Optimization exercise on an open flow, not production practice. RTL: at most simulated, not proved equivalent. Function not checked: runs 4 and 8. Power: default activity.

--- design.v ---
module gf_decomp_mul (
    input  wire        clk,
    input  wire        rst,
    input  wire        cmd_valid,
    output wire        cmd_ready,
    input  wire [7:0]  cmd_op,
    input  wire [1:0]  cmd_ksel,
    input  wire [63:0] cmd_a,
    input  wire [63:0] cmd_b,
    output wire        rsp_valid,
    input  wire        rsp_ready,
    output wire [3:0]  rsp_cc,
    output wire [63:0] rsp_result
);
    localparam OP_CFG   = 8'h04;
    localparam OP_NBM   = 8'h30;
    localparam OP_BLDRT = 8'h31;
    localparam OP_RTRD  = 8'h32;
    localparam OP_MSL8  = 8'h33;
    localparam OP_MODRB = 8'h34;
    localparam OP_MULD  = 8'h35;
    localparam CC_OK      = 3'd0;
    localparam CC_ILLEGAL = 3'd1;
    localparam CC_NOCFG   = 3'd2;
    localparam CC_WIDTH   = 3'd3;
    localparam CC_OPERAND = 3'd4;
    localparam CC_TABLE   = 3'd5;
    reg        cfg_valid;
    reg        k16;           
    reg [15:0] poly;
    reg [15:0] mu;            
    reg        rt_valid;
    reg        rsp_v;
    reg [2:0]  cc_q;
    reg [31:0] x_q;           
    reg [7:0]  p_q;           
    assign rsp_valid = rsp_v;
    assign rsp_cc    = {1'b0, cc_q};
    assign cmd_ready = !rsp_v || rsp_ready;
    wire fire = cmd_valid && cmd_ready;
    wire is_cfg   = (cmd_op == OP_CFG);
    wire is_nbm   = (cmd_op == OP_NBM);
    wire is_bldrt = (cmd_op == OP_BLDRT);
    wire is_rtrd  = (cmd_op == OP_RTRD);
    wire is_msl8  = (cmd_op == OP_MSL8);
    wire is_modrb = (cmd_op == OP_MODRB);
    wire is_muld  = (cmd_op == OP_MULD);
    wire is_field = is_bldrt | is_rtrd | is_msl8 | is_modrb | is_muld;
    wire a_hi32 = |cmd_a[63:32];
    wire a_hi16 = a_hi32 | (|cmd_a[31:16]);
    wire a_hi8  = a_hi16 | (|cmd_a[15:8]);
    wire a_hi4  = a_hi8  | (|cmd_a[7:4]);
    wire b_hi16 = |cmd_b[63:16];
    wire b_hi4  = b_hi16 | (|cmd_b[15:4]);
    reg cfg_bad;
    always @(*) begin
        case (cmd_ksel)
            2'd0: cfg_bad = a_hi4;
            2'd1: cfg_bad = a_hi8;
            2'd2: cfg_bad = a_hi16;
            default: cfg_bad = a_hi32;
        endcase
    end
    wire field_bad = (is_rtrd & a_hi8) | (is_msl8 & a_hi16) |
                     (is_modrb & a_hi32) | (is_muld & (a_hi16 | b_hi16));
    reg [2:0] cc;
    always @(*) begin
        if (is_cfg)
            cc = cfg_bad ? CC_OPERAND : CC_OK;
        else if (is_nbm)
            cc = (a_hi8 | b_hi4) ? CC_OPERAND : CC_OK;
        else if (is_field) begin
            if (!cfg_valid)
                cc = CC_NOCFG;
            else if (!k16)
                cc = CC_WIDTH;
            else if (field_bad)
                cc = CC_OPERAND;
            else if (!is_bldrt && !rt_valid)
                cc = CC_TABLE;
            else
                cc = CC_OK;
        end else
            cc = CC_ILLEGAL;
    end
    wire ok = (cc == CC_OK);
    wire st_ok  = cfg_valid && k16 && rt_valid;
    wire ok_res = (is_nbm && !a_hi8 && !b_hi4) ||
                  (st_ok && ((is_rtrd && !a_hi8) || (is_msl8 && !a_hi16) ||
                             (is_modrb && !a_hi32) ||
                             (is_muld && !a_hi16 && !b_hi16)));
    wire cfg_ok   = is_cfg && !cfg_bad;
    wire bldrt_ok = is_bldrt && cfg_valid && k16;
    function [15:0] mu_of_poly;
        input [15:0] p;
        begin
            mu_of_poly[15] = p[15];
            mu_of_poly[14] = p[14] ^ p[15];
            mu_of_poly[13] = p[13] ^ p[15];
            mu_of_poly[12] = p[12] ^ p[14] ^ p[15] ^ (p[14] & p[15]);
            mu_of_poly[11] = p[11] ^ p[15] ^ (p[13] & p[15]) ^ (p[14] & p[15]);
            mu_of_poly[10] = p[10] ^ p[13] ^ p[14] ^ p[15] ^ (p[12] & p[15]) ^ (p[14] & p[15]);
            mu_of_poly[9] = p[9] ^ p[15] ^ (p[11] & p[15]) ^ (p[13] & p[14]);
            mu_of_poly[8] = p[8] ^ p[12] ^ p[14] ^ p[15] ^ (p[10] & p[15]) ^ (p[12] & p[14]) ^ (p[12] & p[15]) ^ (p[13] & p[14]);
            mu_of_poly[7] = p[7] ^ p[13] ^ p[15] ^ (p[9] & p[15]) ^ (p[11] & p[14]) ^ (p[11] & p[15]) ^ (p[12] & p[15]) ^ (p[13] & p[15]);
            mu_of_poly[6] = p[6] ^ p[11] ^ p[14] ^ p[15] ^ (p[8] & p[15]) ^ (p[10] & p[14]) ^ (p[10] & p[15]) ^ (p[12] & p[13]) ^ (p[12] & p[14]) ^ (p[12] & p[15]) ^ (p[13] & p[15]) ^ (p[14] & p[15]);
            mu_of_poly[5] = p[5] ^ p[15] ^ (p[7] & p[15]) ^ (p[9] & p[14]) ^ (p[9] & p[15]) ^ (p[11] & p[13]) ^ (p[12] & p[13]) ^ (p[13] & p[14]) ^ (p[14] & p[15]) ^ (p[13] & p[14] & p[15]);
            mu_of_poly[4] = p[4] ^ p[10] ^ p[12] ^ p[13] ^ p[14] ^ p[15] ^ (p[6] & p[15]) ^ (p[8] & p[14]) ^ (p[8] & p[15]) ^ (p[10] & p[13]) ^ (p[10] & p[15]) ^ (p[11] & p[14]) ^ (p[12] & p[14]) ^ (p[14] & p[15]) ^ (p[12] & p[14] & p[15]) ^ (p[13] & p[14] & p[15]);
            mu_of_poly[3] = p[3] ^ p[15] ^ (p[5] & p[15]) ^ (p[7] & p[14]) ^ (p[7] & p[15]) ^ (p[9] & p[13]) ^ (p[9] & p[15]) ^ (p[10] & p[15]) ^ (p[11] & p[12]) ^ (p[11] & p[13]) ^ (p[11] & p[14]) ^ (p[11] & p[15]) ^ (p[12] & p[15]) ^ (p[13] & p[15]) ^ (p[11] & p[14] & p[15]) ^ (p[13] & p[14] & p[15]);
            mu_of_poly[2] = p[2] ^ p[9] ^ p[14] ^ p[15] ^ (p[4] & p[15]) ^ (p[6] & p[14]) ^ (p[6] & p[15]) ^ (p[8] & p[13]) ^ (p[8] & p[15]) ^ (p[10] & p[12]) ^ (p[10] & p[15]) ^ (p[11] & p[12]) ^ (p[11] & p[15]) ^ (p[12] & p[15]) ^ (p[10] & p[14] & p[15]) ^ (p[12] & p[13] & p[15]);
            mu_of_poly[1] = p[1] ^ p[11] ^ p[13] ^ p[15] ^ (p[3] & p[15]) ^ (p[5] & p[14]) ^ (p[5] & p[15]) ^ (p[7] & p[13]) ^ (p[7] & p[15]) ^ (p[9] & p[12]) ^ (p[9] & p[14]) ^ (p[10] & p[13]) ^ (p[13] & p[14]) ^ (p[13] & p[15]) ^ (p[9] & p[14] & p[15]) ^ (p[11] & p[13] & p[15]) ^ (p[11] & p[14] & p[15]) ^ (p[12] & p[13] & p[15]);
            mu_of_poly[0] = p[0] ^ p[8] ^ p[12] ^ p[14] ^ p[15] ^ (p[2] & p[15]) ^ (p[4] & p[14]) ^ (p[4] & p[15]) ^ (p[6] & p[13]) ^ (p[6] & p[15]) ^ (p[8] & p[12]) ^ (p[8] & p[14]) ^ (p[8] & p[15]) ^ (p[9] & p[14]) ^ (p[10] & p[11]) ^ (p[10] & p[12]) ^ (p[12] & p[13]) ^ (p[12] & p[15]) ^ (p[14] & p[15]) ^ (p[8] & p[14] & p[15]) ^ (p[10] & p[13] & p[15]) ^ (p[10] & p[14] & p[15]) ^ (p[11] & p[14] & p[15]) ^ (p[12] & p[14] & p[15]);
        end
    endfunction
    wire [15:0] A = cmd_a[15:0];
    wire [15:0] B = cmd_b[15:0];
    reg [30:0] prod;
    integer i, j, m;
    always @(*) begin
        prod = 31'd0;
        for (i = 0; i < 16; i = i + 1)
            if (B[i]) prod = prod ^ ({15'd0, A} << i);
    end
    wire sel_mul   = !cmd_op[1] && (!cmd_op[2] || cmd_op[0]);
    wire sel_modrb = cmd_op[2] && !cmd_op[0];
    wire sel_msl8  = cmd_op[1] && cmd_op[0];
    wire sel_rtrd  = cmd_op[1] && !cmd_op[0];
    wire [31:0] X = ({32{sel_mul}}   & {1'b0, prod})
                  | ({32{sel_modrb}} & cmd_a[31:0])
                  | ({32{sel_msl8}}  & {8'd0, cmd_a[15:0], 8'd0})
                  | ({32{sel_rtrd}}  & {cmd_a[15:0], 16'd0});
    wire [15:0] Xh = X[31:16];
    reg  [7:0]  q_hi;
    reg  [7:0]  p_lo;
    always @(*) begin
        for (j = 8; j < 16; j = j + 1) begin
            q_hi[j-8] = Xh[j];
            for (m = j + 1; m < 16; m = m + 1)
                q_hi[j-8] = q_hi[j-8] ^ (Xh[m] & mu[j+16-m]);
        end
        for (j = 0; j < 8; j = j + 1) begin
            p_lo[j] = 1'b0;
            for (m = 8; m < 16; m = m + 1)
                p_lo[j] = p_lo[j] ^ (Xh[m] & mu[j+16-m]);
        end
    end
    wire [15:0] xl = x_q[15:0];
    wire [7:0]  hl = x_q[23:16];
    wire [7:0]  qh = x_q[31:24];
    reg  [7:0]  ql;
    always @(*) begin
        for (j = 0; j < 8; j = j + 1) begin
            ql[j] = hl[j] ^ p_q[j];
            for (m = j + 1; m < 8; m = m + 1)
                ql[j] = ql[j] ^ (hl[m] & mu[j+16-m]);
        end
    end
    wire [15:0] q = {qh, ql};
    reg  [30:0] qp;
    always @(*) begin
        qp = 31'd0;
        for (j = 0; j < 16; j = j + 1)
            if (poly[j]) qp = qp ^ ({15'd0, q} << j);
    end
    assign rsp_result = {48'd0, xl ^ qp[15:0]};
    always @(posedge clk) begin
        if (rst) begin
            rsp_v     <= 1'b0;
            cfg_valid <= 1'b0;
            k16       <= 1'b0;
            poly      <= 16'd0;
            rt_valid  <= 1'b0;
        end else begin
            if (rsp_v && rsp_ready)
                rsp_v <= 1'b0;
            if (fire) begin
                rsp_v <= 1'b1;
                if (cfg_ok) begin
                    cfg_valid <= 1'b1;
                    k16       <= (cmd_ksel == 2'd2);
                    poly      <= cmd_a[15:0];
                    rt_valid  <= 1'b0;
                end
                if (bldrt_ok)
                    rt_valid <= 1'b1;
            end
        end
    end
    always @(posedge clk)
        mu <= mu_of_poly(poly);
    always @(posedge clk) begin
        if (cmd_ready) begin
            cc_q <= cc;
            x_q  <= {q_hi, X[23:0]} & {32{ok_res}};
            p_q  <= p_lo & {8{ok_res}};
        end
    end
endmodule
--- flow/run.sh ---
#!/bin/bash
# The standard layout (the standard.sh: ORFS synthesis through finish),
# with one change: the port buffers that global placement inserts on every
# input and output are sky130_fd_sc_hd__buf_1 instead of the cell buffer_ports
# picks by default (clkdlybuf4s50_1, a delay cell); timing repair resizes
# them as needed.
set -euo pipefail
cd "$(dirname "$0")/.."
export BUFFER_PORTS_ARGS="-buffer_cell sky130_fd_sc_hd__buf_1"
bash standard.sh > standard_make.log 2>&1
--- standard.sh ---
#!/bin/bash
# synth_recipe.tcl (not shown) runs the flow's synth.tcl, then flattens the netlist and writes it again
# the make line also repeats each setting of config.mk as NAME=value (left out here)
make -C /OpenROAD-flow-scripts/flow DESIGN_CONFIG=/design/flow/config.mk WORK_HOME=/design/flow/orfs CLKGATE_MAP_FILE= SYNTH_SCRIPT=/design/flow/synth_recipe.tcl "${@:-finish}"
--- config.mk ---
export PLATFORM = sky130hd
export DESIGN_NAME = gf_decomp_mul
export DESIGN_NICKNAME = gf_decomp_mul
export VERILOG_FILES = /design/flow/design.v
export SDC_FILE = /design/flow/constraint.sdc
export NUM_CORES = 4
export LEC_CHECK = 0
export CAP_MARGIN = 20
export CORE_MARGIN = 2
export CORE_UTILIZATION = 60
export CTS_BUF_LIST = sky130_fd_sc_hd__clkbuf_4 sky130_fd_sc_hd__clkbuf_8
export PLACE_DENSITY = 0.65
export SETUP_SLACK_MARGIN = 3.6
export SLEW_MARGIN = 20
export SYNTH_MEMORY_MAX_BITS = 65536
--- constraint.sdc ---
create_clock -name core_clock -period 8.0 [get_ports {clk}]
set_input_delay 1.6000 -clock core_clock [delete_from_list [all_inputs] [get_ports {clk}]]
set_output_delay 1.6000 -clock core_clock [all_outputs]
set_load 0.01 [all_outputs]
==> results.toml, run 1 <==
[layout]
final_cell_area_mm2 = 0.0127
final_common_cell = "nand2_1"
fin_nets = 1878
area_delta_synth_final_pct = 7.92
nFillCells = 1766
diodes = 0
drive_gt1_share_pct = 5.14
final_cell_mix = "546 x nand2_1, 400 x xnor2_1, 162 x buf_1, 94 x xor2_1, 67 x nor2_1"

[setup_path]
path_class = "reg2out"
crit_path_end = "rsp_result[15]"
reg2reg_from = "rsp_v"
cp_slowest_cell = "dfxtp_1"
cpPeakStageDelay_ns = 0.80
endpoint_kind = "primary output"
cp.arrival_ns = 2.68
rr_worst_depth = 6
path_common_cell = "xnor2_1"
crit_start = "poly[4]"
crit_buf_inv = 1
crit_required_ns = 6.40
crit_family = "XOR/XNOR gates"
rrSetupSlack_ns = 5.65
crit_cells = 9
r2r-end = "rt_valid"
worstPathMaxFanout = 15
start_kind = "flop"
cp_cell_sequence = "nand2_1 > xnor2_1 > xnor2_1 > xnor2_1 > xnor2_1 > xnor2_1 > xnor2_1 > xnor2_1 > buf_1"

[floorplanning]
die_h_um = 144
top_level_ports = 212
die_w_um = 144
core-area_mm2 = 0.0193
rows = 51
dieArea_mm2 = 0.0208
initial_utilization_pct = 60.9

[clock_tree]
cts_buffer_depth = 2
clkTransAtPathRegs_ns = 0.09
cts_sinks = 78
numCtsBuffers = 9
cts_root_buffer = "clkbuf_8"
htreeDepth = 3
postCtsHoldBufs = 0
clock_latency_ns = 0.37
cts_tree = "done"

[min_path]
hold_class = "reg2reg"

[power]
p_leak_nw = 4.39
p_total_mw = 1.32
powerDensity_mw_per_mm2 = 104
ir_drop_mv = 0.111

[yosys]
async_reset_ff_share_pct = 0
ys_ff_latch = 78
syn_area_mm2 = 0.0118
synth_top_area_cell = "xnor2_1"
yosysSeqAreaShare_pct = 16.9
synth_edf_count = 43
synth_warnings = 1
synth_top_area_share_pct = 30.4
synthFlopType = "edfxtp_1"
synth_area_per_cell_um2 = 7.13
syn_inst = 1652
synth_cell_types = 55
synthTopCellsByArea = "xnor2_1 30%, nand2_1 17%, edfxtp_1 11%"

[route]
avgViaCountPerCell = 5.43
drtIter0Drc = 942
highest_layer = "met4"
antenna_left = 0
route.met3.wl_um = 2110
drt-met1-wl_um = 14800
wl_um = 33500
wire_per_inst_um = 16.8
vias = 10800
dr.pass1.iters = 5
post-route-drc-count = 0
wl_met2_um = 15700

[placement]
place_congestion = 0.970
dpl.hpwl_um = 23300
dpl_worst_slack_ns = 3.27
placed_area_mm2 = 0.0123
io_buffers = 162

[timing]
post-route-period-util_pct = 53.5
tightest_slew_ns = 1.16
setup_ws_ns = 3.72
post-route-min-period_ns = 4.28
maxSlewViolCount = 0
setup_viol = 0
tns_ns = 0
fmax_ghz = 0.234
whs_ns = 0.520
hold_viol = 0
skew_ns = 0.00988
rsz0062_at_grt = "true"
maxSlewHeadroom_pct = 22.9

[global_routing]
antenna_found_initial = 0
grt_pass1_wl_um = 52900
first_global_vias = 9828
grt_start_max_net_pins = 46
grt-ovfl-total = 0
track_usage_pct = 32.4

[run_status]
status = "no timing/DRC/antenna violations"

[run]
maxCapViolations = 0
[cells by family after synthesis]
logic type      Yosys count  synth area share (%)
other cells               1                0.0318
fa+ha+maj                 9                 0.956
buf+inv                 193                  8.01
mux                       2                 0.170
compound gates          118                  6.57
flops                    78                  16.9
simple gates            723                  25.4
xor+xnor                528                  42.0
[synth_stat cells (2+ instances only)]
library cell / instances
nand2_1: 546
xnor2_1: 409
clkbuf_1: 104
xor2_1: 96
nor2_1: 68
a21oi_1: 57
buf_4: 50
edfxtp_1: 43
nor2b_1: 36
dfxtp_1: 35
nor4_1: 30
xnor3_1: 23
buf_2: 19
a22oi_1: 16
buf_1: 16
a221oi_1: 10
ha_1: 9
nor3_1: 9
nand2b_1: 8
o21ai_0: 8
nand4_1: 7
nand3_1: 6
a31oi_1: 3
inv_1: 3
nand3b_1: 3
o31ai_1: 3
and3_1: 2
mux2i_1: 2
o211ai_1: 2
o22ai_1: 2
o22ai_2: 2
or4_1: 2
[worst reg2reg max path: stages (launching register included)]
cell      delay [ns]
dfxtp_1         0.32
nand2b_2        0.07
buf_4           0.49
nand2_1         0.24
or4_1           0.78
a21oi_1         0.26
nor2_1          0.05
[repair_timing]
| item | in CTS | in global routing |
|---|---|---|
| hold endpoints to repair | 0 | 0 |
| resized for setup | 10 | 12 |
| endpoints found under the setup margin | 15 | 16 |
| buffers inserted | 6 | 1 |
| pin swaps | 4 | 1 |
[where the power goes]
group	internal, mW	switching [mW]	leakage (nW)
Combinational	0.232	0.314	3.50
Clock	0.177	0.157	0.110
Sequential	0.430	0.00948	0.781
Total	0.839	0.481	4.39
[flip-flops by register name, summed over array words and instances (netlist names)]
register and flops:
mu 15, k16 1, p_q 8, x_q 32, cc_q 3, rsp_v 1, cfg_valid 1, rt_valid 1
poly 16
[worst min path at each step]
stage / slack [ns] / end / startpoint / depth (start not counted)
6_report: 0.52 / k16 / k16 / 2
5_1_grt: 0.54 / k16 / k16 / 2
4_1_cts: 0.51 / k16 / k16 / 2
3_5_place_dp: 0.50 / k16 / k16 / 2
3_3_place_gp: 0.49 / k16 / k16 / 2
2_1_floorplan: 0.47 / k16 / k16 / 2
[metrics by stage]
stage | util, % | std cells
finish | 65.7 | 1997
global route | 65.7 | 1997
CTS | 65.3 | 1996
detailed placement | 63.4 | 1974
global placement | 63.4 | 1974
floorplan | - | 1700
[routing by layer]
| layer | GRT usage, % | vias up |
|---|---|---|
| li1 | - | 5252 |
| met1 | 44.5 | 5106 |
| met2 | 53.2 | 418 |
| met3 | 2.91 | 61 |
| met4 | 11.6 | 0 |
| met5 | 0 | - |
[area by class of cell]
type                            count  area [um2]  share of cell area [%]
Inverter                            3        11.3                  0.0886
Clock buffer                        9         124                   0.975
Sequential cell                    78        2000                    15.8
Multi-Input combinational cell   1429        9160                    72.1
Clock inverter                      7        95.1                   0.748
Tap cell                          265         332                    2.61
Timing Repair Buffer              206         980                    7.71
Testbench counts, summed over its fixed seeds: cycles 2,408.
==> run 2, diff against run 1 <==
--- a/config.mk
+++ b/config.mk
@@ -8,8 +8,7 @@
 export CAP_MARGIN = 20
 export CORE_MARGIN = 2
 export CORE_UTILIZATION = 60
-export CTS_BUF_LIST = sky130_fd_sc_hd__clkbuf_4 sky130_fd_sc_hd__clkbuf_8
-export PLACE_DENSITY = 0.65
+export PLACE_DENSITY = 0.75
 export SETUP_SLACK_MARGIN = 3.6
 export SLEW_MARGIN = 20
 export SYNTH_MEMORY_MAX_BITS = 65536
==> run 2 against run 1 <==
Against the previous run: still clean; clock power increased by 15%; worst hold slack got worse by 0.0026 ns; cell count decreased by 0.20%; fmax increased by 0.66%; critical path type unchanged.
==> results.toml, run 2 <==
[setup_path]
worstPathMaxFanout = 16
cp_cell_sequence = "nand2_1 > xnor2_1 > xnor2_1 > xnor2_1 > buf_4 > nand2_1 > xnor2_1 > xnor2_1 > xnor2_1 > buf_1"
cp.arrival_ns = 2.65
endpoint_kind = "primary output"
path_common_cell = "xnor2_1"
cpPeakStageDelay_ns = 0.59
rrSetupSlack_ns = 5.65
start_kind = "flop"
path_class = "reg2out"
cp_slowest_cell = "dfxtp_1"
crit_required_ns = 6.40

[layout]
final_common_cell = "nand2_1"
area_delta_synth_final_pct = 7.11
drive_gt1_share_pct = 4.28
final_cell_mix = "546 x nand2_1, 407 x xnor2_1, 162 x buf_1, 95 x xor2_1, 68 x nor2_1"
regMostFlops = "x_q"
final_cell_area_mm2 = 0.0126
nFillCells = 1719
reg_top3 = "x_q (32), poly (16), mu (15)"
final_cells = 1993
fin_nets = 1873
largest_register_ffs = 32

[route]
wl_um = 32700
vias = 11000
post-route-drc-count = 0
avgViaCountPerCell = 5.53
drtIter0Drc = 979
wire_per_inst_um = 16.4
antenna_left = 0
dr.pass1.iters = 5

[clock_tree]
clkTransAtPathRegs_ns = 0.06
cts_sinks = 78
cts_buffer_depth = 2
cts_root_buffer = "clkbuf_16"
cts_tree = "done"
htreeDepth = 3
clock_latency_ns = 0.34
numCtsBuffers = 9

[yosys]
synth_cell_types = 55
synth.most_common_cell = "nand2_1"
async_reset_ff_share_pct = 0
synthTopCellsByArea = "xnor2_1 30%, nand2_1 17%, edfxtp_1 11%"
syn_area_mm2 = 0.0118
yosysSeqAreaShare_pct = 16.9
syn_inst = 1652
synth_top_area_cell = "xnor2_1"
ys_top_cells_by_count = "546 x nand2_1, 409 x xnor2_1, 104 x clkbuf_1"
synth_top_area_share_pct = 30.4
synthFlopType = "edfxtp_1"
ys_ff_latch = 78
synth_area_per_cell_um2 = 7.13
synth_warnings = 1
synth_edf_count = 43

[power]
powerDensity_mw_per_mm2 = 107
p_leak_nw = 4.32
ir_drop_mv = 0.102

[placement]
place_inst = 1973
dpl.hpwl_um = 22500
place_congestion = 0.946
io_buffers = 162
placed_area_mm2 = 0.0122
dpl_worst_slack_ns = 3.33

[timing]
skew_ns = 0.00694
tightest_slew_ns = 1.12
hold_viol = 0
whs_ns = 0.518
rsz0062_at_grt = "true"
setup_viol = 0
maxSlewViolCount = 0
fmax_ghz = 0.235
maxSlewHeadroom_pct = 25.1
post-route-period-util_pct = 53.2
post-route-min-period_ns = 4.25
setup_ws_ns = 3.75
tns_ns = 0

[global_routing]
grt_pass1_wl_um = 52000
first_global_vias = 9847
grt_start_max_net_pins = 46
antenna_found_initial = 1
track_usage_pct = 31.4
grt-ovfl-total = 0

[floorplanning]
die_h_um = 144
top_level_ports = 212
rows = 51
core-area_mm2 = 0.0193
initial_utilization_pct = 60.9
dieArea_mm2 = 0.0208
die_w_um = 144

[run]
maxCapViolations = 0

[min_path]
hold_class = "reg2reg"

[run_status]
status = "no timing/DRC/antenna violations"
run 2: cell counts after synthesis:
Identical to the previous run, type by type.
run 2: final cells by class:
type                            count  area, um2  area share (%)
Sequential cell                    78       2000            15.9
Timing Repair Buffer              201        913            7.24
Antenna cell                        1       2.50          0.0198
Clock inverter                      6       46.3           0.367
Clock buffer                       10        229            1.82
Multi-Input combinational cell   1429       9080            72.0
Tap cell                          265        332            2.63
Inverter                            3       11.3          0.0893
run 2: final timing paths:
kind | start | to | cells past startpoint
min reg2reg | k16 | k16 | 2
max | mu[9] | rsp_result[7] | 10
max reg2reg | rsp_v | rt_valid | 6
min | k16 | k16 | 2
run 2: critical path, delay by kind of cell, from the launching register on:
family / cells / cell delay (ns)
flops: 1 / 0.59
buf+inv: 2 / 0.44
xor+xnor: 6 / 1.05
simple gates: 2 / 0.21
run 2: power breakdown:
part | switching, mW | total, mW | internal, mW
logic | 0.306 | 0.531 | 0.226
clock network | 0.172 | 0.384 | 0.212
registers | 0.00928 | 0.440 | 0.431
run 2: cells by family after synthesis:
| kind of cell | Yosys count | share of synthesized area [%] |
|---|---|---|
| simple gates | 723 | 25.4 |
| compound gates | 118 | 6.57 |
| buf+inv | 193 | 8.01 |
| flops | 78 | 16.9 |
| mux | 2 | 0.170 |
| other cells | 1 | 0.0318 |
| fa+ha+maj | 9 | 0.956 |
| xor+xnor | 528 | 42.0 |
run 2: per-layer routing:
metal	vias to the layer above	track usage [%]	share of wire, %
met3	72	3.58	9.3
met1	5112	43.1	41
met2	582	51.5	46
li1	5247	-	-
met5	-	0	0
met4	0	10.8	2.9
run 2: metrics by stage:
stage | power (mW) | utilization, %
detailed placement | 0.966 | 63.3
floorplan | 0.859 | -
global placement | 0.962 | 63.3
global route | 1.41 | 65.2
finish | 1.36 | 65.2
CTS | 1.35 | 65.0
run 2: timing repair:
item                                   4_1_cts  5_1_grt
pin swaps                                    1        0
gates resized for setup                      3       11
setup buffers                                1        1
hold buffers                                 0        0
gates cloned                                 0        0
endpoints found under the hold margin        0        0
setup endpoints to repair                   11       16
==> run 3, diff against run 2 <==
--- a/config.mk
+++ b/config.mk
@@ -8,6 +8,7 @@
 export CAP_MARGIN = 20
 export CORE_MARGIN = 2
 export CORE_UTILIZATION = 60
+export CTS_BUF_LIST = sky130_fd_sc_hd__clkbuf_8
 export PLACE_DENSITY = 0.75
 export SETUP_SLACK_MARGIN = 3.6
 export SLEW_MARGIN = 20
==> run 3 against run 2 <==
Against the previous run: still clean on timing, DRC and antenna; die area stayed put; flip-flop and latch count did not move; synthesized area unchanged; synthesized cell count did not move; clock power decreased by 31%; routed wire length is 0.30% lower; clock-buffer cell count fell by 1; total power decreased by 8.4%; highest routed layer unchanged.
==> results.toml, run 3 <==
[power]
p_total_mw = 1.24
p_leak_nw = 4.31
ir_drop_mv = 0.0672
powerDensity_mw_per_mm2 = 98.9

[floorplanning]
top_level_ports = 212
initial_utilization_pct = 60.9
die_h_um = 144
dieArea_mm2 = 0.0208
die_w_um = 144
core-area_mm2 = 0.0193
rows = 51

[setup_path]
cp_slowest_cell = "a21oi_1"
start_kind = "input pin"
cp.arrival_ns = 4.32
crit_buf_inv = 1
crit_required_ns = 8.10
worstPathMaxFanout = 17
endpoint_kind = "flop"
crit_family = "XOR/XNOR gates"
cpPeakStageDelay_ns = 0.69
path_common_cell = "xnor3_1"
cp_cell_sequence = "buf_1 > nand2_1 > xnor3_1 > xnor2_1 > a21oi_1 > nor2b_1 > xnor3_1 > xnor3_1 > nor2_1"
path_class = "in2reg"

[layout]
nFillCells = 1744
regMostFlops = "x_q"
fin_nets = 1878
final_common_cell = "nand2_1"
final_cells = 1997
drive_gt1_share_pct = 4.68
diodes = 0
multiInputGateArea_mm2 = 0.00908
seqCellArea_mm2 = 0.00200
reg_top3 = "x_q (32), poly (16), mu (15)"
largest_register_ffs = 32
final_cell_mix = "546 x nand2_1, 407 x xnor2_1, 162 x buf_1, 94 x xor2_1, 68 x nor2_1"
area_delta_synth_final_pct = 6.68

[min_path]
hold_class = "reg2reg"

[route]
wl_met2_um = 15100
vias = 11100
avgViaCountPerCell = 5.53
route.met3.wl_um = 3080
drtIter0Drc = 1045
highest_layer = "met4"
antenna_left = 0
wl_um = 32600
drt-met1-wl_um = 13400
dr.pass1.iters = 8
post-route-drc-count = 0
wire_per_inst_um = 16.3

[timing]
tns_ns = 0
setup_viol = 0
fmax_ghz = 0.237
hold_viol = 0
skew_ns = 0.00909
post-route-period-util_pct = 52.7
maxSlewHeadroom_pct = 23.8
setup_ws_ns = 3.78
rsz0062_at_grt = "true"
tightest_slew_ns = 1.14
post-route-min-period_ns = 4.22
maxSlewViolCount = 0

[clock_tree]
cts_tree = "done"
htreeDepth = 3
cts_root_buffer = "clkbuf_8"
postCtsHoldBufs = 0
clock_latency_ns = 0.36
clkTransAtPathRegs_ns = 0.08
numCtsBuffers = 9
cts_sinks = 78
cts_buffer_depth = 2

[yosys]
synth_cell_types = 55
async_reset_ff_share_pct = 0
synth_area_per_cell_um2 = 7.13
synth_warnings = 1
synthTopCellsByArea = "xnor2_1 30%, nand2_1 17%, edfxtp_1 11%"
synth_top_area_share_pct = 30.4
synth_top_area_cell = "xnor2_1"
yosysSeqAreaShare_pct = 16.9
synth_edf_count = 43
synth.most_common_cell = "nand2_1"
synthFlopType = "edfxtp_1"
syn_inst = 1652
ys_top_cells_by_count = "546 x nand2_1, 409 x xnor2_1, 104 x clkbuf_1"
ys_ff_latch = 78
syn_area_mm2 = 0.0118

[global_routing]
grt_pass1_wl_um = 51700
grt_start_max_net_pins = 46
first_global_vias = 9855
grt-ovfl-total = 0
track_usage_pct = 31.2
antenna_found_initial = 1

[run]
maxCapViolations = 0

[run_status]
status = "no timing/DRC/antenna violations"

[placement]
place_inst = 1973
io_buffers = 162
dpl.hpwl_um = 22500
place_congestion = 0.946
dpl_worst_slack_ns = 3.33
run 3: cell count changes in the layout (fill, tap and decap cells not counted), sizes merged:
cell | before | now
buf | 201 | 206
clkbuf | 10 | 9
diode | 1 | 0
inv | 5 | 6
run 3: where the power goes:
part | switching (mW) | internal [mW] | leakage, nW
logic | 0.308 | 0.229 | 3.44
clock network | 0.153 | 0.114 | 0.0890
registers | 0.00933 | 0.430 | 0.781
total | 0.470 | 0.772 | 4.31
run 3: area by class of cell:
type                    instances  area share (%)
repair buffers                206            7.63
flip-flops and latches         78            15.9
multi-input cells            1429            72.3
clock inverters                 7           0.398
clock buffers                   9           0.986
well taps                     265            2.64
inverters                       3          0.0896
run 3: tightest hold or removal path, stage by stage (launching register included):
cell and delay (ns):
dfxtp_1 0.36, nand2_1 0.07, a21oi_1 0.05
run 3: final timing paths:
path | endpoint | depth (start not counted) | slack [ns] | startpoint
setup / recovery | x_q[24] | 9 | 3.78 | cmd_b[13]
hold / removal | k16 | 2 | 0.52 | k16
setup reg to reg | rt_valid | 6 | 5.66 | rsp_v
hold reg to reg | k16 | 2 | 0.52 | k16
run 3: stage by stage:
| stage | instance area [um2] | hold slack, ns | utilization (%) |
|---|---|---|---|
| after floorplan | 12000 | 0.467 | - |
| after global placement | 12200 | 0.495 | 63.3 |
| after detailed placement | 12200 | 0.506 | 63.3 |
| after CTS | 12500 | 0.516 | 64.5 |
| after global routing | 12600 | 0.551 | 65.0 |
| final | 12600 | 0.518 | 65.0 |
run 3: repair_timing:
action | in CTS | in global routing
setup endpoints to repair | 11 | 14
setup buffers | 1 | 6
pin swaps | 1 | 1
resized for setup | 4 | 14
hold endpoints to repair | 0 | 0
run 3: per-layer routing:
metal | global-route usage [%] | up-vias
met5 | 0 | -
met4 | 10.8 | 0
met3 | 3.84 | 67
met2 | 50.8 | 593
met1 | 42.8 | 5141
li1 | - | 5252
run 3: cell families (layout without fill, tap and decap cells):
group | after synthesis | count (layout) | synth area share, %
AND/OR/NAND/NOR | 723 | 723 | 25.4
XOR/XNOR | 528 | 528 | 42.0
buffers and inverters | 193 | 225 | 8.01
AO/OA/AOI/OAI | 118 | 118 | 6.57
flip-flops | 78 | 78 | 16.9
adder cells (fa/ha/maj) | 9 | 9 | 0.956
multiplexers | 2 | 2 | 0.170
other | 1 | 49 | 0.0318
==> run 4, diff against run 3 <==
--- a/design.v
+++ b/design.v
@@ -168,7 +168,6 @@
             rsp_v     <= 1'b0;
             cfg_valid <= 1'b0;
             k16       <= 1'b0;
-            poly      <= 16'd0;
             rt_valid  <= 1'b0;
         end else begin
             if (rsp_v && rsp_ready)
@@ -178,7 +177,6 @@
                 if (cfg_ok) begin
                     cfg_valid <= 1'b1;
                     k16       <= (cmd_ksel == 2'd2);
-                    poly      <= cmd_a[15:0];
                     rt_valid  <= 1'b0;
                 end
                 if (bldrt_ok)
@@ -186,6 +184,9 @@
             end
         end
     end
+    always @(posedge clk)
+        if (fire && cfg_ok)
+            poly <= cmd_a[15:0];
     always @(posedge clk)
         mu <= mu_of_poly(poly);
     always @(posedge clk) begin
--- a/config.mk
+++ b/config.mk
@@ -8,7 +8,6 @@
 export CAP_MARGIN = 20
 export CORE_MARGIN = 2
 export CORE_UTILIZATION = 60
-export CTS_BUF_LIST = sky130_fd_sc_hd__clkbuf_8
 export PLACE_DENSITY = 0.75
 export SETUP_SLACK_MARGIN = 3.6
 export SLEW_MARGIN = 20
==> run 4 against run 3 <==
Against the previous run: combinational power rose by 65%; cell count down 2.6%; register-to-register slack improved by 0.04 ns; die area fell by 0.71%; clock skew grew 0.0035 ns; first-iteration DRC count rose by 21%; routed wire length fell by 0.17%; via count is 3.7% lower; flip-flop and latch count stayed put; critical path depth unchanged; synthesized cell count fell by 3.2%; worst hold slack gained 0.0065 ns.
==> results.toml, run 4 <==
[min_path]
hold_class = "reg2reg"
hp-start = "rt_valid"

[global_routing]
grt_start_max_net_pins = 47
track_usage_pct = 31.2
first_global_vias = 9624
grt-ovfl-total = 0
antenna_found_initial = 0
grt_pass1_wl_um = 51200

[clock_tree]
cts_buffer_depth = 2
cts_tree = "done"
clkTransAtPathRegs_ns = 0.07
cts_sinks = 78
htreeDepth = 3
clock_latency_ns = 0.34
cts_root_buffer = "clkbuf_16"
postCtsHoldBufs = 0
numCtsBuffers = 9

[yosys]
synth_cell_types = 49
synth.most_common_cell = "nand2_1"
syn_area_mm2 = 0.0117
async_reset_ff_share_pct = 0
synth_area_per_cell_um2 = 7.31
synth_warnings = 1
synthTopCellsByArea = "xnor2_1 30%, nand2_1 16%, edfxtp_1 15%"
syn_inst = 1599
ys_ff_latch = 78
synthFlopType = "edfxtp_1"
ys_top_cells_by_count = "505 x nand2_1, 406 x xnor2_1, 98 x clkbuf_1"
yosysSeqAreaShare_pct = 18.4
synth_edf_count = 59
synth_top_area_share_pct = 30.4
synth_top_area_cell = "xnor2_1"

[placement]
place_congestion = 0.895
io_buffers = 162
dpl.hpwl_um = 22400

[run_status]
status = "no timing/DRC/antenna violations"

[timing]
tns_ns = 0
post-route-period-util_pct = 53.8
skew_ns = 0.0126
maxSlewHeadroom_pct = 23.0
rsz0062_at_grt = "true"
fmax_ghz = 0.232
hold_viol = 0
maxSlewViolCount = 0
tightest_slew_ns = 1.15
setup_viol = 0
post-route-min-period_ns = 4.31

[layout]
area_delta_synth_final_pct = 7.98
final_cell_mix = "505 x nand2_1, 404 x xnor2_1, 158 x buf_1, 90 x xor2_1, 62 x nor2_1"
largest_register_ffs = 32
diodes = 0
fin_nets = 1827
multiInputGateArea_mm2 = 0.00886
regMostFlops = "x_q"
reg_top3 = "x_q (32), poly (16), mu (15)"
seqCellArea_mm2 = 0.00216
utilization_pct = 65.5
final_common_cell = "nand2_1"
nFillCells = 1666
drive_gt1_share_pct = 4.70

[floorplanning]
top_level_ports = 212
dieArea_mm2 = 0.0206
die_h_um = 144
initial_utilization_pct = 60.7
die_w_um = 144
rows = 51
core-area_mm2 = 0.0193

[route]
wire_per_inst_um = 16.7
wl_met2_um = 15500
drt-met1-wl_um = 13600
post-route-drc-count = 0
avgViaCountPerCell = 5.47
vias = 10600
highest_layer = "met4"
wl_um = 32500
dr.pass1.iters = 7
antenna_left = 0
route.met3.wl_um = 2490
drtIter0Drc = 1264

[setup_path]
crit_start = "cmd_a[28]"
cp_slowest_cell = "nor4_1"
path_common_cell = "nor4_1"
worstPathMaxFanout = 27
crit_family = "simple AND/OR/NAND/NOR gates"
reg2reg_from = "poly[11]"
crit_buf_inv = 2
cp_cell_sequence = "buf_1 > nor4_1 > nand4_1 > nor4_1 > nand2_1 > nor4_1 > a31oi_4 > buf_16 > nor3_1"
cpPeakStageDelay_ns = 0.60
cp.arrival_ns = 4.47
path_class = "in2reg"
start_kind = "input pin"
crit_required_ns = 8.16
endpoint_kind = "flop"

[power]
p_clk_share_pct = 22.8
swShare_pct = 38.0
powerDensity_mw_per_mm2 = 137
p_leak_nw = 4.54
ir_drop_mv = 0.0964
p_total_mw = 1.73
p_int_mw = 1.07
netSwitchingPower_mw = 0.659
combPwrFrac_pct = 51.1
seq_power_share_pct = 26.1

[run]
maxCapViolations = 0
-- run 4: worst paths after layout --
path	cells past startpoint	slack, ns	end
worst max-delay path	9	3.69	x_q[31]
worst min-delay path	2	0.52	rt_valid
worst max register to register	6	5.70	mu[2]
worst min register to register	2	0.52	rt_valid
-- run 4: what timing repair did --
action	in CTS	in global routing
gates resized for setup	9	14
buffers inserted	5	2
endpoints found under the hold margin	0	0
endpoints found under the setup margin	24	23
pin swaps	2	0
cloned	0	0
-- run 4: cell families after synthesis --
family,synth area share (%)
and+or+nand+nor,24.1
other,0.0321
DFF,18.4
AOI/OAI and AO/OA,6.41
adders and majority gates,0.963
buffers and inverters,7.97
xor gates and xnor gates,41.8
muxes,0.257
-- run 4: power groups by stage --
stage               registers (mW)  logic [mW]  clock network [mW]
detailed placement           0.461       0.865                   0
floorplan                    0.457       0.703                   0
CTS                          0.452       0.878               0.403
finish                       0.452       0.885               0.396
global route                 0.453       0.959               0.417
global placement             0.461       0.855                   0
-- run 4: per-stage QoR --
stage,hold WS [ns],cells,cell area [um2],setup slack [ns]
2_1_floorplan,0.465,1647,11900,3.62
3_3_place_gp,0.491,1921,12100,2.93
3_5_place_dp,0.507,1921,12200,2.89
4_1_cts,0.518,1942,12500,3.60
5_1_grt,0.522,1946,12600,3.57
6_report,0.525,1946,12600,3.69
-- run 4: routing by layer --
layer / track usage (%) / vias up
li1: - / 5112
met1: 42.9 / 4938
met2: 50.4 / 519
met3: 3.40 / 74
met4: 12.1 / 0
met5: 0 / -
-- run 4: cell type report --
cell class	count	share of cell area (%)
repair buffers	200	7.45
clock inverters	7	0.496
inverters	10	0.297
flip-flops and latches	78	17.1
well taps	265	2.63
clock buffers	9	1.78
multi-input cells	1377	70.2
-- run 4: worst register-to-register path, cell delays in order (launching register included) --
cell and delay (ns):
edfxtp_1 0.97, ha_1 0.41, xor2_1 0.23, xnor2_1 0.17, xnor2_1 0.16, xnor2_1 0.15
xnor2_1 0.15
==> run 5, diff against run 4 <==
--- a/design.v
+++ b/design.v
@@ -168,6 +168,7 @@
             rsp_v     <= 1'b0;
             cfg_valid <= 1'b0;
             k16       <= 1'b0;
+            poly      <= 16'd0;
             rt_valid  <= 1'b0;
         end else begin
             if (rsp_v && rsp_ready)
@@ -177,6 +178,7 @@
                 if (cfg_ok) begin
                     cfg_valid <= 1'b1;
                     k16       <= (cmd_ksel == 2'd2);
+                    poly      <= cmd_a[15:0];
                     rt_valid  <= 1'b0;
                 end
                 if (bldrt_ok)
@@ -184,9 +186,6 @@
             end
         end
     end
-    always @(posedge clk)
-        if (fire && cfg_ok)
-            poly <= cmd_a[15:0];
     always @(posedge clk)
         mu <= mu_of_poly(poly);
     always @(posedge clk) begin
==> flow/run.sh (replaced) <==
#!/bin/bash
# The standard layout (the standard.sh: ORFS synthesis through finish),
# with one change: the port buffers that global placement inserts on every
# input and output are sky130_fd_sc_hd__buf_2 instead of the cell buffer_ports
# picks by default (clkdlybuf4s50_1, a delay cell); timing repair resizes
# them as needed.
set -euo pipefail
cd "$(dirname "$0")/.."
export BUFFER_PORTS_ARGS="-buffer_cell sky130_fd_sc_hd__buf_2"
bash standard.sh > standard_make.log 2>&1
--- a/config.mk
+++ b/config.mk
@@ -5,10 +5,11 @@
 export SDC_FILE = /design/flow/constraint.sdc
 export NUM_CORES = 4
 export LEC_CHECK = 0
-export CAP_MARGIN = 20
+export CAP_MARGIN = 5
 export CORE_MARGIN = 2
 export CORE_UTILIZATION = 60
+export CTS_BUF_LIST = sky130_fd_sc_hd__clkbuf_4 sky130_fd_sc_hd__clkbuf_8
 export PLACE_DENSITY = 0.75
 export SETUP_SLACK_MARGIN = 3.6
-export SLEW_MARGIN = 20
+export SLEW_MARGIN = 5
 export SYNTH_MEMORY_MAX_BITS = 65536
==> run 5 against run 4 <==
Against the previous run: clock power down 22%; clock-buffer cell count unchanged; routed wire length up 0.26%; register-to-register slack worse by 0.17 ns; worst hold slack worse by 0.019 ns; critical path depth up 1; via count up 2.6%; global-route usage up 0.31 points; combinational power down 39%; synthesized cell count up 3.3%; non-clock buffer count down 23; fmax up 1.9%; critical path type is now reg2out.
==> results.toml, run 5 <==
[run_status]
status = "no timing/DRC/antenna violations"

[layout]
regMostFlops = "x_q"
fin_nets = 1849
final_cell_area_mm2 = 0.0126
area_delta_synth_final_pct = 6.95
drive_gt1_share_pct = 12.5
reg_top3 = "x_q (32), poly (16), mu (15)"
largest_register_ffs = 32
final_common_cell = "nand2_1"
final_cell_mix = "546 x nand2_1, 407 x xnor2_1, 161 x buf_2, 95 x xor2_1, 67 x nor2_1"

[clock_tree]
clock_latency_ns = 0.37
cts_tree = "done"
cts_root_buffer = "clkbuf_8"
numCtsBuffers = 9
htreeDepth = 3
cts_sinks = 78
cts_buffer_depth = 2
clkTransAtPathRegs_ns = 0.08
postCtsHoldBufs = 0

[floorplanning]
core-area_mm2 = 0.0193
initial_utilization_pct = 60.9
dieArea_mm2 = 0.0208
rows = 51
top_level_ports = 212
die_w_um = 144
die_h_um = 144

[route]
dr.pass1.iters = 5
avgViaCountPerCell = 5.55
vias = 10900
drtIter0Drc = 1025
wl_um = 32600
wire_per_inst_um = 16.6
post-route-drc-count = 0
antenna_left = 0

[setup_path]
worstPathMaxFanout = 11
start_kind = "flop"
cpPeakStageDelay_ns = 0.49
cp.arrival_ns = 2.63
crit_buf_inv = 2
cp_cell_sequence = "xor2_1 > xnor2_1 > xnor2_2 > buf_12 > nand2_1 > xnor2_1 > xnor2_1 > xnor2_1 > xnor2_1 > buf_2"
crit_family = "XOR/XNOR gates"
path_class = "reg2out"
crit_required_ns = 6.40
path_common_cell = "xnor2_1"
endpoint_kind = "primary output"
cp_slowest_cell = "edfxtp_1"

[yosys]
synthTopCellsByArea = "xnor2_1 30%, nand2_1 17%, edfxtp_1 11%"
synth_edf_count = 43
syn_inst = 1652
ys_ff_latch = 78
synthFlopType = "edfxtp_1"
syn_area_mm2 = 0.0118
synth_simple_gate_area_share_pct = 25.4
yosys.area_share.adder_pct = 0.956
synth.most_common_cell = "nand2_1"
synth_area_per_cell_um2 = 7.13
ys_top_cells_by_count = "546 x nand2_1, 409 x xnor2_1, 104 x clkbuf_1"
synth_cell_types = 55
yosysSeqAreaShare_pct = 16.9
synth_warnings = 1
async_reset_ff_share_pct = 0
synth_top_area_cell = "xnor2_1"
synth-compound-area-share_pct = 6.57
synth-xor-area-share_pct = 42.0
synth_top_family_by_area = "XOR/XNOR gates"
synth_mux_area_share_pct = 0.170
synth_top_area_share_pct = 30.4

[power]
powerDensity_mw_per_mm2 = 102
seq_power_share_pct = 34.2
ir_drop_mv = 0.0723
p_total_mw = 1.28
p_int_mw = 0.807
p_leak_nw = 4.65
netSwitchingPower_mw = 0.477
p_clk_share_pct = 23.9
swShare_pct = 37.2
combPwrFrac_pct = 41.9

[min_path]
hold_class = "reg2reg"

[run]
maxCapViolations = 0

[placement]
dpl_worst_slack_ns = 3.20
dpl.hpwl_um = 22400
io_buffers = 162
place_congestion = 0.899
placed_area_mm2 = 0.0123

[timing]
fmax_ghz = 0.237
post-route-period-util_pct = 52.8
hold_viol = 0
post-route-min-period_ns = 4.23
setup_ws_ns = 3.77
maxSlewViolCount = 0
tightest_slew_ns = 1.10
rsz0062_at_grt = "false"
maxSlewHeadroom_pct = 26.9
setup_viol = 0
skew_ns = 0.0116
tns_ns = 0

[global_routing]
grt-ovfl-total = 0
antenna_found_initial = 0
track_usage_pct = 31.5
grt_pass1_wl_um = 51900
first_global_vias = 9969
grt_start_max_net_pins = 46
==> run 5: through the flow <==
step	hold slack [ns]	util (%)	cells
floorplan	0.467	-	1700
global route	0.553	65.1	1968
detailed placement	0.493	63.4	1947
global placement	0.485	63.4	1947
CTS	0.505	64.7	1964
finish	0.505	65.1	1969
==> run 5: kinds of logic after synthesis <==
group	count (synthesis)
simple gates	723
fa+ha+maj	9
compound gates	118
other cells	1
xor+xnor	528
flops	78
mux	2
buf+inv	193
==> run 5: metal layers <==
metal  vias up  wire length [um]  track usage (%)  part of all wire [%]
met5         -                 0                0                     0
met4         0               939             11.0                   2.9
met3        74              2490             3.44                   7.6
met2       489             15400             51.7                    47
met1      5162             13800             43.1                    42
li1       5194                 -                -                     -
==> run 5: path summary, 6_finish.rpt <==
kind / start / end / slack (ns) / cells past startpoint
worst max-delay path: x_q[21] / rsp_result[15] / 3.77 / 10
worst min-delay path: k16 / k16 / 0.51 / 2
worst max register to register: poly[15] / mu[1] / 5.53 / 7
worst min register to register: k16 / k16 / 0.51 / 2
==> run 5: worst reg2reg max path, delay by kind of cell (launching register included) <==
kind	cells	cell delay (ns)
DFF	1	1.05
adders and majority gates	1	0.37
xor gates and xnor gates	6	0.95
==> run 5: power groups by stage <==
stage / sequential [mW] / combinational (mW) / clock (mW)
3_5_place_dp: 0.448 / 0.520 / 0
2_1_floorplan: 0.444 / 0.415 / 0
4_1_cts: 0.439 / 0.524 / 0.310
6_report: 0.439 / 0.537 / 0.307
5_1_grt: 0.440 / 0.582 / 0.322
3_3_place_gp: 0.448 / 0.515 / 0
==> run 5: repair_timing <==
action | in CTS | in global routing
endpoints found under the hold margin | 0 | 0
setup endpoints to repair | 11 | 23
setup buffers | 1 | 4
resized for setup | 5 | 13
pin swaps | 1 | 1
==> run 5: layout make-up <==
type	instances	area, um2
Multi-Input combinational cell	1429	9090
Fill cell	1737	6740
Sequential cell	78	2000
Timing Repair Buffer	177	958
Tap cell	265	332
Clock buffer	9	124
Clock inverter	7	73.8
Inverter	3	11.3
Antenna cell	1	2.50
Testbench counts of run 5, summed over its fixed seeds: cycles 2,408.
==> run 6, diff against run 5 <==
--- a/config.mk
+++ b/config.mk
@@ -5,11 +5,12 @@
 export SDC_FILE = /design/flow/constraint.sdc
 export NUM_CORES = 4
 export LEC_CHECK = 0
-export CAP_MARGIN = 5
+export CAP_MARGIN = 20
 export CORE_MARGIN = 2
 export CORE_UTILIZATION = 60
 export CTS_BUF_LIST = sky130_fd_sc_hd__clkbuf_4 sky130_fd_sc_hd__clkbuf_8
 export PLACE_DENSITY = 0.75
 export SETUP_SLACK_MARGIN = 3.6
-export SLEW_MARGIN = 5
+export SLEW_MARGIN = 20
 export SYNTH_MEMORY_MAX_BITS = 65536
+export TNS_END_PERCENT = 10
==> run 6 against run 5 <==
Against the previous run: still clean; critical path depth unchanged; non-clock buffer count decreased by 3; sequential share of layout area increased by 0.073 points; cell count decreased by 0.15%; total power decreased by 0.40%; synthesized area unchanged; synthesized cell count unchanged; final area decreased by 0.46%; clock-buffer cell count unchanged; combinational power decreased by 0.7%; largest cell class unchanged.
==> results.toml, run 6 <==
[yosys]
yosysSeqAreaShare_pct = 16.9
synth_edf_count = 43
synth_warnings = 1
synth_top_area_cell = "xnor2_1"
synth_cell_types = 55
async_reset_ff_share_pct = 0
synthTopCellsByArea = "xnor2_1 30%, nand2_1 17%, edfxtp_1 11%"
ys_ff_latch = 78
ys_top_cells_by_count = "546 x nand2_1, 409 x xnor2_1, 104 x clkbuf_1"
synth.most_common_cell = "nand2_1"
syn_inst = 1652
synth_top_area_share_pct = 30.4
synth_area_per_cell_um2 = 7.13
synthFlopType = "edfxtp_1"
syn_area_mm2 = 0.0118

[global_routing]
grt_start_max_net_pins = 46
grt-ovfl-total = 0
antenna_found_initial = 0
first_global_vias = 9969
track_usage_pct = 31.5
grt_pass1_wl_um = 51900

[layout]
drive_gt1_share_pct = 12.4
final_cell_mix = "546 x nand2_1, 407 x xnor2_1, 161 x buf_2, 95 x xor2_1, 67 x nor2_1"
fin_nets = 1846
utilization_pct = 64.8
regMostFlops = "x_q"
area_delta_synth_final_pct = 6.46
multiInputGateArea_mm2 = 0.00907
largest_register_ffs = 32
nFillCells = 1748
reg_top3 = "x_q (32), poly (16), mu (15)"
final_common_cell = "nand2_1"
seqCellArea_mm2 = 0.00200

[setup_path]
rr_worst_depth = 7
start_kind = "flop"
r2r-end = "mu[1]"
cp.arrival_ns = 2.66
crit_required_ns = 6.40
crit_cells = 10
cpPeakStageDelay_ns = 0.56
cp_slowest_cell = "edfxtp_1"
path_common_cell = "xnor2_1"
rrSetupSlack_ns = 5.54
crit_start = "x_q[23]"
endpoint_kind = "primary output"
crit_family = "XOR/XNOR gates"
worstPathMaxFanout = 16
path_class = "reg2out"
cp_cell_sequence = "nand2_1 > xnor2_1 > xnor2_1 > xnor2_1 > buf_4 > nand2_1 > xnor2_1 > xnor2_1 > xnor2_1 > buf_2"
crit_path_end = "rsp_result[15]"
reg2reg_from = "poly[15]"
crit_buf_inv = 2

[power]
combPwrFrac_pct = 41.6
netSwitchingPower_mw = 0.476
seq_power_share_pct = 34.4
p_int_mw = 0.803
powerDensity_mw_per_mm2 = 102
p_leak_nw = 4.63
swShare_pct = 37.2
ir_drop_mv = 0.0727
p_clk_share_pct = 24.0

[floorplanning]
top_level_ports = 212
core-area_mm2 = 0.0193
die_h_um = 144
rows = 51
die_w_um = 144
dieArea_mm2 = 0.0208
initial_utilization_pct = 60.9

[timing]
post-route-period-util_pct = 53.2
skew_ns = 0.00857
post-route-min-period_ns = 4.26
tns_ns = 0
fmax_ghz = 0.235
maxSlewHeadroom_pct = 26.9
maxSlewViolCount = 0
rsz0062_at_grt = "true"
setup_ws_ns = 3.74
setup_viol = 0
tightest_slew_ns = 1.09
hold_viol = 0
whs_ns = 0.506

[clock_tree]
cts_tree = "done"
cts_buffer_depth = 2
clock_latency_ns = 0.37
htreeDepth = 3
numCtsBuffers = 9
cts_root_buffer = "clkbuf_8"
clkTransAtPathRegs_ns = 0.08
cts_sinks = 78

[placement]
io_buffers = 162
dpl_worst_slack_ns = 3.20
place_congestion = 0.899
dpl.hpwl_um = 22400

[run]
maxCapViolations = 0

[route]
antenna_left = 0
drtIter0Drc = 971
dr.pass1.iters = 5
vias = 10800
wl_um = 32600
wire_per_inst_um = 16.6
post-route-drc-count = 0
avgViaCountPerCell = 5.51

[min_path]
hold_class = "reg2reg"

[run_status]
status = "no timing/DRC/antenna violations"
-- run 6: cell counts after synthesis --
No cell type changed its count.
-- run 6: cells by family (layout without fill, tap and decap cells) --
family | after synthesis | count (layout) | share of synthesized area (%)
muxes | 2 | 2 | 0.170
AOI/OAI and AO/OA | 118 | 118 | 6.57
DFF | 78 | 78 | 16.9
xor gates and xnor gates | 528 | 528 | 42.0
buffers and inverters | 193 | 193 | 8.01
adders and majority gates | 9 | 9 | 0.956
and+or+nand+nor | 723 | 723 | 25.4
other | 1 | 50 | 0.0318
-- run 6: per-layer routing --
layer | vias up | track usage (%) | routed length (um)
met5 | - | 0 | 0
met4 | 0 | 11.0 | 810
met3 | 59 | 3.44 | 2460
met2 | 460 | 51.7 | 15500
met1 | 5129 | 43.1 | 13900
li1 | 5189 | - | -
-- run 6: worst min-delay path by stage --
stage                        start       end  cells after the start
after floorplan                k16       k16                      2
after global placement         k16       k16                      2
after detailed placement       k16       k16                      2
after CTS                      k16       k16                      2
after global routing      rt_valid  rt_valid                      2
final                          k16       k16                      2
-- run 6: worst min-delay path, cell delays in order, from the launching register on --
cell and delay, ns:
dfxtp_1 0.35, nand2_1 0.07, a21oi_1 0.05
-- run 6: final cells by class --
cell class,instances,area share [%]
Antenna cell,1,0.0200
Clock buffer,9,0.988
Tap cell,265,2.64
Multi-Input combinational cell,1429,72.4
Clock inverter,7,0.589
Inverter,3,0.0898
Timing Repair Buffer,174,7.34
Sequential cell,78,16.0
-- run 6: through the flow --
stage | instances | power, mW | instance area, um2
floorplan | 1700 | 0.859 | 12000
global placement | 1947 | 0.963 | 12300
detailed placement | 1947 | 0.968 | 12300
CTS | 1964 | 1.27 | 12500
global route | 1965 | 1.34 | 12500
finish | 1966 | 1.28 | 12500
-- run 6: repair_timing --
item,CTS,global route
setup endpoints to repair,11,20
buffers inserted,1,0
hold buffers,0,0
resized for setup,4,10
pin swaps,1,0
-- run 6: power groups by stage --
stage	sequential (mW)	combinational (mW)	clock [mW]
6_report	0.439	0.533	0.307
2_1_floorplan	0.444	0.415	0
5_1_grt	0.440	0.577	0.322
3_3_place_gp	0.448	0.515	0
3_5_place_dp	0.448	0.520	0
4_1_cts	0.439	0.524	0.310
==> run 7, diff against run 6 <==
--- a/config.mk
+++ b/config.mk
@@ -13,4 +13,3 @@
 export SETUP_SLACK_MARGIN = 3.6
 export SLEW_MARGIN = 20
 export SYNTH_MEMORY_MAX_BITS = 65536
-export TNS_END_PERCENT = 10
==> run 7 against run 6 <==
Against the previous run: still clean on timing, DRC and antenna; flip-flop and latch count unchanged; worst setup slack better by 0.012 ns; global-route usage did not move; die area stayed put; final area grew 0.37%; critical path depth did not move; total power grew 0.39%; cell count up 0.20%; sequential share of layout area down 0.059 points; critical endpoint unchanged; highest routed layer unchanged.
==> results.toml, run 7 <==
[clock_tree]
clock_latency_ns = 0.37
clkTransAtPathRegs_ns = 0.08
postCtsHoldBufs = 0
cts_sinks = 78
cts_buffer_depth = 2
cts_tree = "done"
htreeDepth = 3
cts_root_buffer = "clkbuf_8"
numCtsBuffers = 9

[power]
p_leak_nw = 4.65
powerDensity_mw_per_mm2 = 102
ir_drop_mv = 0.0728

[timing]
hold_viol = 0
maxSlewViolCount = 0
rsz0062_at_grt = "false"
tightest_slew_ns = 1.11
setup_viol = 0
tns_ns = 0
post-route-period-util_pct = 53.0
maxSlewHeadroom_pct = 26.2
skew_ns = 0.00964
fmax_ghz = 0.236
post-route-min-period_ns = 4.24

[route]
vias = 10900
dr.pass1.iters = 5
post-route-drc-count = 0
avgViaCountPerCell = 5.52
wire_per_inst_um = 16.6
antenna_left = 0
wl_um = 32700
drtIter0Drc = 983

[yosys]
synth_top_area_share_pct = 30.4
syn_inst = 1652
synthFlopType = "edfxtp_1"
synthTopCellsByArea = "xnor2_1 30%, nand2_1 17%, edfxtp_1 11%"
yosys.area_share.adder_pct = 0.956
ys_ff_latch = 78
synth-compound-area-share_pct = 6.57
ys_top_cells_by_count = "546 x nand2_1, 409 x xnor2_1, 104 x clkbuf_1"
synth_simple_gate_area_share_pct = 25.4
synth_cell_types = 55
async_reset_ff_share_pct = 0
syn_area_mm2 = 0.0118
yosysSeqAreaShare_pct = 16.9
synth.most_common_cell = "nand2_1"
synth_warnings = 1
synth_mux_area_share_pct = 0.170
synth_top_family_by_area = "XOR/XNOR gates"
synth-xor-area-share_pct = 42.0
synth_top_area_cell = "xnor2_1"
synth_edf_count = 43
synth_area_per_cell_um2 = 7.13

[setup_path]
cp.arrival_ns = 2.64
worstPathMaxFanout = 11
path_class = "reg2out"
crit_required_ns = 6.40
rrSetupSlack_ns = 5.52
endpoint_kind = "primary output"
start_kind = "flop"
rr_worst_depth = 7

[floorplanning]
dieArea_mm2 = 0.0208
die_w_um = 144
rows = 51
initial_utilization_pct = 60.9
die_h_um = 144
core-area_mm2 = 0.0193
top_level_ports = 212

[layout]
regMostFlops = "x_q"
final_cell_mix = "546 x nand2_1, 407 x xnor2_1, 161 x buf_2, 95 x xor2_1, 67 x nor2_1"
reg_top3 = "x_q (32), poly (16), mu (15)"
fin_nets = 1850
area_delta_synth_final_pct = 6.85
nFillCells = 1742
drive_gt1_share_pct = 12.6
final_common_cell = "nand2_1"
final_cells = 1970
largest_register_ffs = 32
utilization_pct = 65.1

[placement]
place_congestion = 0.899
dpl.hpwl_um = 22400
place_inst = 1947
io_buffers = 162

[global_routing]
grt-ovfl-total = 0
antenna_found_initial = 0
first_global_vias = 9969
grt_pass1_wl_um = 51900
track_usage_pct = 31.5
grt_start_max_net_pins = 46

[min_path]
hold_class = "reg2reg"
hold_depth = 2

[run_status]
status = "no timing/DRC/antenna violations"

[run]
maxCapViolations = 0
run 7: changes by cell type in the layout (fill, tap and decap cells not counted):
cell	previous run	this run
buf_4	10	12
buf_12	1	2
buf_6	1	2
run 7: per-stage QoR:
| stage | setup WS (ns) | instance area (um2) | total power [mW] | hold slack, ns |
|---|---|---|---|---|
| floorplan | 3.62 | 12000 | 0.859 | 0.467 |
| global placement | 3.29 | 12300 | 0.963 | 0.485 |
| detailed placement | 3.20 | 12300 | 0.968 | 0.493 |
| CTS | 3.59 | 12500 | 1.27 | 0.505 |
| global route | 3.60 | 12600 | 1.34 | 0.553 |
| finish | 3.76 | 12600 | 1.28 | 0.505 |
run 7: cell type report:
type / count / area, um2 / area share [%]
diodes: 1 / 2.50 / 0.0199
clock buffers: 9 / 124 / 0.984
clock inverters: 7 / 73.8 / 0.587
well taps: 265 / 332 / 2.64
repair buffers: 178 / 966 / 7.68
multi-input cells: 1429 / 9070 / 72.1
flip-flops and latches: 78 / 2000 / 15.9
inverters: 3 / 11.3 / 0.0895
run 7: critical path, cell delays in order (launching register included):
cell      delay [ns]
edfxtp_1        0.49
xor2_1          0.20
xnor2_1         0.26
xnor2_2         0.19
buf_12          0.17
nand2_1         0.07
xnor2_1         0.23
xnor2_1         0.15
xnor2_1         0.11
xnor2_1         0.23
buf_2           0.18
run 7: repair_timing:
item                                    in CTS  in global routing
endpoints found under the setup margin      11                 20
pin swaps                                    1                  1
buffers inserted                             1                  4
resized for setup                            5                 10
run 7: cells by family (layout without fill, tap and decap cells):
family,after synthesis,count (layout)
buffers and inverters,193,197
and+or+nand+nor,723,723
DFF,78,78
AOI/OAI and AO/OA,118,118
adders and majority gates,9,9
muxes,2,2
xor gates and xnor gates,528,528
other,1,50
run 7: final timing paths:
path | to | from
max | rsp_result[15] | x_q[21]
min | k16 | k16
min reg2reg | k16 | k16
max reg2reg | mu[1] | poly[15]
run 7: per-layer routing:
metal  track usage, %  vias up  routed length, um  share of wire (%)
met5                0        -                  0                  0
met4             11.0        0                879                2.7
li1                 -     5198                  -                  -
met3             3.44       71               2540                7.8
met2             51.7      479              15300                 47
met1             43.1     5131              13900                 43
run 7: report_power, final:
group          leakage (nW)  internal [mW]  switching [mW]
logic                  3.77          0.231           0.305
registers             0.780          0.430         0.00927
clock network        0.0996          0.145           0.163
total                  4.65          0.806           0.477
==> run 8, diff against run 7 <==
--- a/design.v
+++ b/design.v
@@ -28,7 +28,7 @@
     reg        cfg_valid;
     reg        k16;           
     reg [15:0] poly;
-    reg [15:0] mu;            
+    reg [15:9] mu_r;          
     reg        rt_valid;
     reg        rsp_v;
     reg [2:0]  cc_q;
@@ -112,6 +112,7 @@
             mu_of_poly[0] = p[0] ^ p[8] ^ p[12] ^ p[14] ^ p[15] ^ (p[2] & p[15]) ^ (p[4] & p[14]) ^ (p[4] & p[15]) ^ (p[6] & p[13]) ^ (p[6] & p[15]) ^ (p[8] & p[12]) ^ (p[8] & p[14]) ^ (p[8] & p[15]) ^ (p[9] & p[14]) ^ (p[10] & p[11]) ^ (p[10] & p[12]) ^ (p[12] & p[13]) ^ (p[12] & p[15]) ^ (p[14] & p[15]) ^ (p[8] & p[14] & p[15]) ^ (p[10] & p[13] & p[15]) ^ (p[10] & p[14] & p[15]) ^ (p[11] & p[14] & p[15]) ^ (p[12] & p[14] & p[15]);
         end
     endfunction
+    wire [15:0] mu = mu_of_poly(poly);
     wire [15:0] A = cmd_a[15:0];
     wire [15:0] B = cmd_b[15:0];
     reg [30:0] prod;
@@ -152,7 +153,7 @@
         for (j = 0; j < 8; j = j + 1) begin
             ql[j] = hl[j] ^ p_q[j];
             for (m = j + 1; m < 8; m = m + 1)
-                ql[j] = ql[j] ^ (hl[m] & mu[j+16-m]);
+                ql[j] = ql[j] ^ (hl[m] & mu_r[j+16-m]);
         end
     end
     wire [15:0] q = {qh, ql};
@@ -187,7 +188,7 @@
         end
     end
     always @(posedge clk)
-        mu <= mu_of_poly(poly);
+        mu_r <= mu[15:9];
     always @(posedge clk) begin
         if (cmd_ready) begin
             cc_q <= cc;
==> run 8 against run 7 <==
Against the previous run: still clean on timing, DRC and antenna; clock skew is 0.0022 ns higher; via count decreased by 0.45%; non-clock buffer count grew 2; critical path type unchanged; highest routed layer unchanged.
==> results.toml, run 8 <==
[setup_path]
r2r-end = "p_q[2]"
reg2reg_from = "poly[15]"
endpoint_kind = "primary output"
rrSetupSlack_ns = 4.24
start_kind = "flop"
crit_start = "x_q[23]"
crit_path_end = "rsp_result[6]"
worstPathMaxFanout = 14

[clock_tree]
clkTransAtPathRegs_ns = 0.07
cts_buffer_depth = 2
cts_tree = "done"
cts_sinks = 70
htreeDepth = 3
cts_root_buffer = "clkbuf_8"

[layout]
nFillCells = 1770
multiInputGateArea_mm2 = 0.00921
seqCellArea_mm2 = 0.00183
reg_top3 = "x_q (32), poly (16), p_q (8)"
fin_nets = 1846
regMostFlops = "x_q"
largest_register_ffs = 32
final_cells = 1965
final_cell_mix = "494 x nand2_1, 369 x xnor2_1, 162 x buf_2, 120 x nor2_1, 89 x xor2_1"

[yosys]
synth.most_common_cell = "nand2_1"
synthTopCellsByArea = "xnor2_1 28%, nand2_1 16%, edfxtp_1 11%"
yosysSeqAreaShare_pct = 15.6
synth_warnings = 1
synth_top_area_share_pct = 27.9
synth_area_per_cell_um2 = 7.15
syn_area_mm2 = 0.0118
async_reset_ff_share_pct = 0
synth_top_area_cell = "xnor2_1"
synth_cell_types = 59

[timing]
fmax_ghz = 0.235
hold_viol = 0
maxSlewViolCount = 0
skew_ns = 0.0118
post-route-period-util_pct = 53.1
whs_ns = 0.504
setup_viol = 0
post-route-min-period_ns = 4.25

[floorplanning]
top_level_ports = 212
dieArea_mm2 = 0.0207
die_w_um = 144
die_h_um = 144
rows = 51
initial_utilization_pct = 60.8

[min_path]
hold_class = "reg2reg"

[route]
dr.pass1.iters = 6
wl_um = 33100
drtIter0Drc = 997
wire_per_inst_um = 16.8
antenna_left = 0
avgViaCountPerCell = 5.51

[placement]
io_buffers = 162
dpl.hpwl_um = 23400
place_inst = 1947

[global_routing]
globalRouteMet2Util_pct = 51.5
first_global_vias = 10100
grt-ovfl-total = 0
track_usage_pct = 32.3
grt_start_max_net_pins = 46
busiest_layer = "met2"
globalRouteMet3Util_pct = 4.11

[power]
p_leak_nw = 4.88
seq_power_share_pct = 30.9
powerDensity_mw_per_mm2 = 103
p_clk_share_pct = 27.4
combPwrFrac_pct = 41.7

[run]
maxCapViolations = 0

[run_status]
status = "no timing/DRC/antenna violations"
==> run 8: changes by cell type after synthesis, sizes merged, moves of 8 or more <==
| cell | change |
|---|---|
| buf | +15 |
| clkbuf | -17 |
| dfxtp | -8 |
| nand2 | -49 |
| nor2 | +54 |
| nor2b | -20 |
| o21ai | +10 |
| xnor2 | -33 |
| xnor3 | +12 |
==> run 8: final cells by class <==
cell class              count  share of cell area [%]
well taps                 265                    2.62
clock buffers              11                    1.15
clock inverters             5                   0.852
repair buffers            180                    7.65
inverters                  10                   0.297
multi-input cells        1424                    72.9
flip-flops and latches     70                    14.5
==> run 8: worst min-delay path by stage <==
stage | endpoint | slack, ns | cells after the start | startpoint
2_1_floorplan | mu_r[15] | 0.45 | 0 | poly[15]
5_1_grt | poly[14] | 0.53 | 2 | poly[14]
6_report | poly[14] | 0.50 | 2 | poly[14]
3_3_place_gp | poly[14] | 0.46 | 2 | poly[14]
4_1_cts | k16 | 0.50 | 2 | k16
3_5_place_dp | k16 | 0.49 | 2 | k16
==> run 8: worst max-delay path, stage by stage, from the launching register on <==
cell and delay (ns):
edfxtp_1 0.57, nand2_1 0.11, xor2_1 0.27, xnor2_2 0.15
xnor2_4 0.39, nand2_1 0.12, xor2_1 0.20, xnor2_1 0.19
xnor2_1 0.15, buf_2 0.16
==> run 8: logic make-up (layout without fill, tap and decap cells) <==
family | after synthesis | count (layout) | share of synthesized area (%)
multiplexers | 6 | 6 | 0.521
AND/OR/NAND/NOR | 734 | 734 | 26.1
flip-flops | 70 | 70 | 15.6
adder cells (fa/ha/maj) | 9 | 9 | 0.958
buffers and inverters | 198 | 206 | 8.46
XOR/XNOR | 501 | 501 | 41.5
other | 1 | 49 | 0.0319
AO/OA/AOI/OAI | 125 | 125 | 6.80
==> run 8: repair_timing <==
| action | CTS | global route |
|---|---|---|
| pin swaps | 0 | 3 |
| setup endpoints to repair | 13 | 16 |
| setup buffers | 0 | 1 |
| hold buffers | 0 | 0 |
| resized for setup | 3 | 6 |
==> run 8: power groups by stage <==
stage | sequential, mW | clock (mW) | combinational (mW)
after floorplan | 0.404 | 0 | 0.421
final | 0.400 | 0.355 | 0.541
after CTS | 0.400 | 0.357 | 0.530
after detailed placement | 0.408 | 0 | 0.527
after global placement | 0.408 | 0 | 0.521
after global routing | 0.401 | 0.370 | 0.582
==> run 8: per-layer routing <==
metal / vias to the layer above / routed length [um] / share of wire, %
met5: - / 0 / 0
met4: 0 / 797 / 2.4
met3: 53 / 2820 / 8.5
met2: 528 / 15300 / 46
met1: 5034 / 14200 / 43
li1: 5215 / - / -
